Source: an optimization exercise on an open RTL-to-GDS flow (aim: small area, a short achievable clock period and few clock cycles per item). Production flows keep margins and buffers that such runs may drop. Function was checked by simulation only, so behaviour that the tests miss may differ from the original. Power is estimated from default activity; no workload was simulated.

// chunked_transition_lut_fsm
module chunked_transition_lut_fsm (
    input  wire         clk,
    input  wire         rst,
    input  wire         start,
    input  wire [15:0]  cmd,
    input  wire [63:0]  xin,
    input  wire [63:0]  yin,
    input  wire [127:0] hin,
    output wire         busy,
    output wire         done,
    output wire         fault,
    output wire [1:0]   cause,
    output wire [127:0] hout,
    output wire [63:0]  xout,
    output wire [63:0]  yout
);
    localparam integer K  = 32;            
    localparam integer LK = 5;             
    localparam integer NB = 64 / K;        
    localparam integer LB = 6 - LK;        
    wire       c_var   = cmd[12];
    wire       c_dir   = cmd[11];
    wire       c_auto  = cmd[10];
    wire [1:0] c_wsel  = cmd[9:8];
    wire [7:0] c_order = cmd[7:0];
    wire [7:0] w_bits    = 8'd8 << c_wsel;
    wire       illegal   = (cmd[15:13] != 3'd0) || (c_var && c_auto);
    wire       order_bad = !c_auto && (c_order > w_bits);
    wire       c_fault   = illegal | order_bad;
    wire [5:0] om1    = c_order[5:0] - 6'd1;
    wire [5:0] c_top  = c_auto ? (w_bits[6:0] - 7'd1) : om1;
    wire       c_none = !c_auto && (c_order[6:0] == 7'd0);
    wire       c_upz  = c_dir ? (hin[127:64] == 64'd0)
                              : ((xin[63:32] | yin[63:32]) == 32'd0);
    wire [LB-1:0] c_b0 = c_top[5:LK] & ~(c_auto & c_upz);
    reg [127:0]   r;
    reg           act_r, done_r;
    reg [1:0]     cause_r;
    reg [3:0]     tq1;            
    reg [7:0]     tq0;            
    reg           var_r, dir_r;
    reg           su, sv;
    wire [2*K-1:0] bout;
    wire [127:0] res = {r[127:2*K], bout};
    assign busy  = act_r;
    assign done  = done_r;
    assign cause = cause_r;
    assign fault = cause_r[0] | cause_r[1];
    assign hout  = res;
    genvar g;
    generate
        for (g = 0; g < 64; g = g + 1) begin : g_o
            assign xout[g] = res[2*g+1];
            assign yout[g] = res[2*g];
        end
    endgenerate
    wire [2*K-1:0] bin = act_r ? r[4*K-1:2*K] : r[2*K-1:0];
    function [5:0] comp;    
        input [5:0] lo, hi;
  ...
Size in the first run: ~3,700 cells after synthesis, about 150 flip-flops.
export LEC_CHECK = 0
export ABC_AREA = 1
export CAP_MARGIN = 20
export CORE_MARGIN = 2
export CORE_UTILIZATION = 45
export SETUP_SLACK_MARGIN = 2
export SLEW_MARGIN = 20
create_clock -name core_clock -period 10.0 [get_ports {clk}]
standard.sh (not shown) runs the stock make flow with config.mk's settings and CLKGATE_MAP_FILE= SYNTH_SCRIPT=/design/flow/synth_recipe.tcl, a recipe that flattens the netlist after the stock synthesis.
==> flow/flow/run.sh <==
#!/bin/bash
# Standard layout, with the port buffers made from the smallest buffer cell.
set -euo pipefail
export BUFFER_PORTS_ARGS="-buffer_cell sky130_fd_sc_hd__buf_1"
bash standard.sh > standard_flow.log 2>&1
Testbench counts at the start, summed over its fixed seeds: cycles 9,256, items 8,000.
==> next run, changes <==
--- a/flow/design.v
+++ b/flow/design.v
@@ -26,22 +26,20 @@
     wire [7:0] w_bits    = 8'd8 << c_wsel;
     wire       illegal   = (cmd[15:13] != 3'd0) || (c_var && c_auto);
     wire       order_bad = !c_auto && (c_order > w_bits);
     wire       c_fault   = illegal | order_bad;
     wire [5:0] om1    = c_order[5:0] - 6'd1;
     wire [5:0] c_top  = c_auto ? (w_bits[6:0] - 7'd1) : om1;
     wire       c_none = !c_auto && (c_order[6:0] == 7'd0);
-    wire       c_upz  = c_dir ? (hin[127:64] == 64'd0)
-                              : ((xin[63:32] | yin[63:32]) == 32'd0);
-    wire [LB-1:0] c_b0 = c_top[5:LK] & ~(c_auto & c_upz);
+    wire [LB-1:0] c_b0 = c_top[5:LK];
     reg [127:0]   r;
     reg           act_r, done_r;
     reg [1:0]     cause_r;
-    reg [3:0]     tq1;            
-    reg [7:0]     tq0;            
+    reg           first;
+    reg [LK-1:0]  tpos;
     reg           var_r, dir_r;
     reg           su, sv;
     wire [2*K-1:0] bout;
     wire [127:0] res = {r[127:2*K], bout};
     assign busy  = act_r;
     assign done  = done_r;
     assign cause = cause_r;
@@ -72,16 +70,16 @@
     reg  [K-1:0] la, lb;
     reg  [5:0]   lmap [0:K];      
     integer j;
     reg a, b, c, top, low;
     always @(*) begin
         lmap[0] = {4'b0000, su, sv};
         for (j = K - 1; j >= 0; j = j - 1) begin
-            top = tq1[j/8] && tq0[j%8];
-            low = var_r && !top;
+            top = first && (j == tpos) && var_r;
+            low = var_r && !(first && (j >= tpos));
             a = bin[2*j+1] ^ low;
             b = bin[2*j] ^ (low & dir_r);
             c = a ^ b;
             la[j] = a;
             lb[j] = b;
             if (top)
                 lmap[K-j] = {4'b0000, a ^ dir_r, ~(a ^ dir_r)};
@@ -223,15 +221,14 @@
     wire [63:0] keep;
     generate
         for (g = 0; g < 64; g = g + 1) begin : g_keep
             assign keep[g] = th_lt[g/8] | (th_eq[g/8] & tl_le[g%8]);
         end
     endgenerate
     wire launch = start && !act_r;
-    wire [NB-1:0] padb = {c_b0[0] & !c_none, !c_none};
     integer i;
     always @(posedge clk) begin
         if (rst) begin
             act_r   <= 1'b0;
             done_r  <= 1'b0;
             cause_r <= 2'd0;
         end else if (launch) begin
@@ -240,26 +237,24 @@
             done_r  <= c_fault || c_none || !c_b0[0];
         end else if (act_r) begin
             act_r   <= 1'b0;
             done_r  <= 1'b1;
         end
         if (launch) begin
             for (i = 0; i < 64; i = i + 1) begin
-                r[2*i+1] <= keep[i] ? (c_dir ? hin[2*i+1] : xin[i]) : padb[i/K] & c_var;
-                r[2*i]   <= keep[i] ? (c_dir ? hin[2*i]   : yin[i]) : padb[i/K] & c_var & c_dir;
+                r[2*i+1] <= keep[i] & (c_dir ? hin[2*i+1] : xin[i]);
+                r[2*i]   <= keep[i] & (c_dir ? hin[2*i]   : yin[i]);
             end
-            for (i = 0; i < 4; i = i + 1)
-                tq1[i] <= c_var && !c_none && (c_top[4:3] == i);
-            for (i = 0; i < 8; i = i + 1)
-                tq0[i] <= (c_top[2:0] == i);
+            first <= 1'b1;
+            tpos  <= c_top[LK-1:0];
             var_r <= c_var && !c_none;
             dir_r <= c_dir;
             su    <= 1'b0;
             sv    <= c_order[0];
         end else if (act_r) begin
             r[4*K-1:2*K] <= bout;
-            tq1   <= 4'd0;
+            first <= 1'b0;
             su    <= nu;
             sv    <= nv;
         end
     end
 endmodule
Die area is lower by 2.6%.
Combinational power is higher by 48%.
Worst setup slack loses 0.20 ns.
Cell count is lower by 2.8%.
Area after synthesis is lower by 2.7%.
Testbench counts after the change, summed over its fixed seeds: cycles 9,326, items 8,000.

==> port drivers added, routing unchanged <==
The flow's constraints put no driver on any port. The routed layouts listed below were extracted and timed again, unchanged, in two steps. Step 1 sets driving cells, clkbuf_16 on the clock port and buf_2 on the other inputs (assumed; they add their load-dependent delay and slew). Step 2 also shifts input and output timing later by t, the mid clock arrival at the registers, as if the neighbouring blocks saw the same clock. a / b / c = ideal / step 1 / step 2; a / b = the first two.
run	shift t [ns]	setup WS [ns]	clock arrival spread, ns	slew at the worst register clock pin (ns)	worst slew at a driven data input, ns
the first run	0.506	2.239 / 2.182 / 2.688	0.011 / 0.011	0.07 / 0.07	0.15
the second run	0.490	2.039 / 1.984 / 2.474	0.011 / 0.011	0.06 / 0.06	0.09
After both steps setup and hold are still met in every run listed.
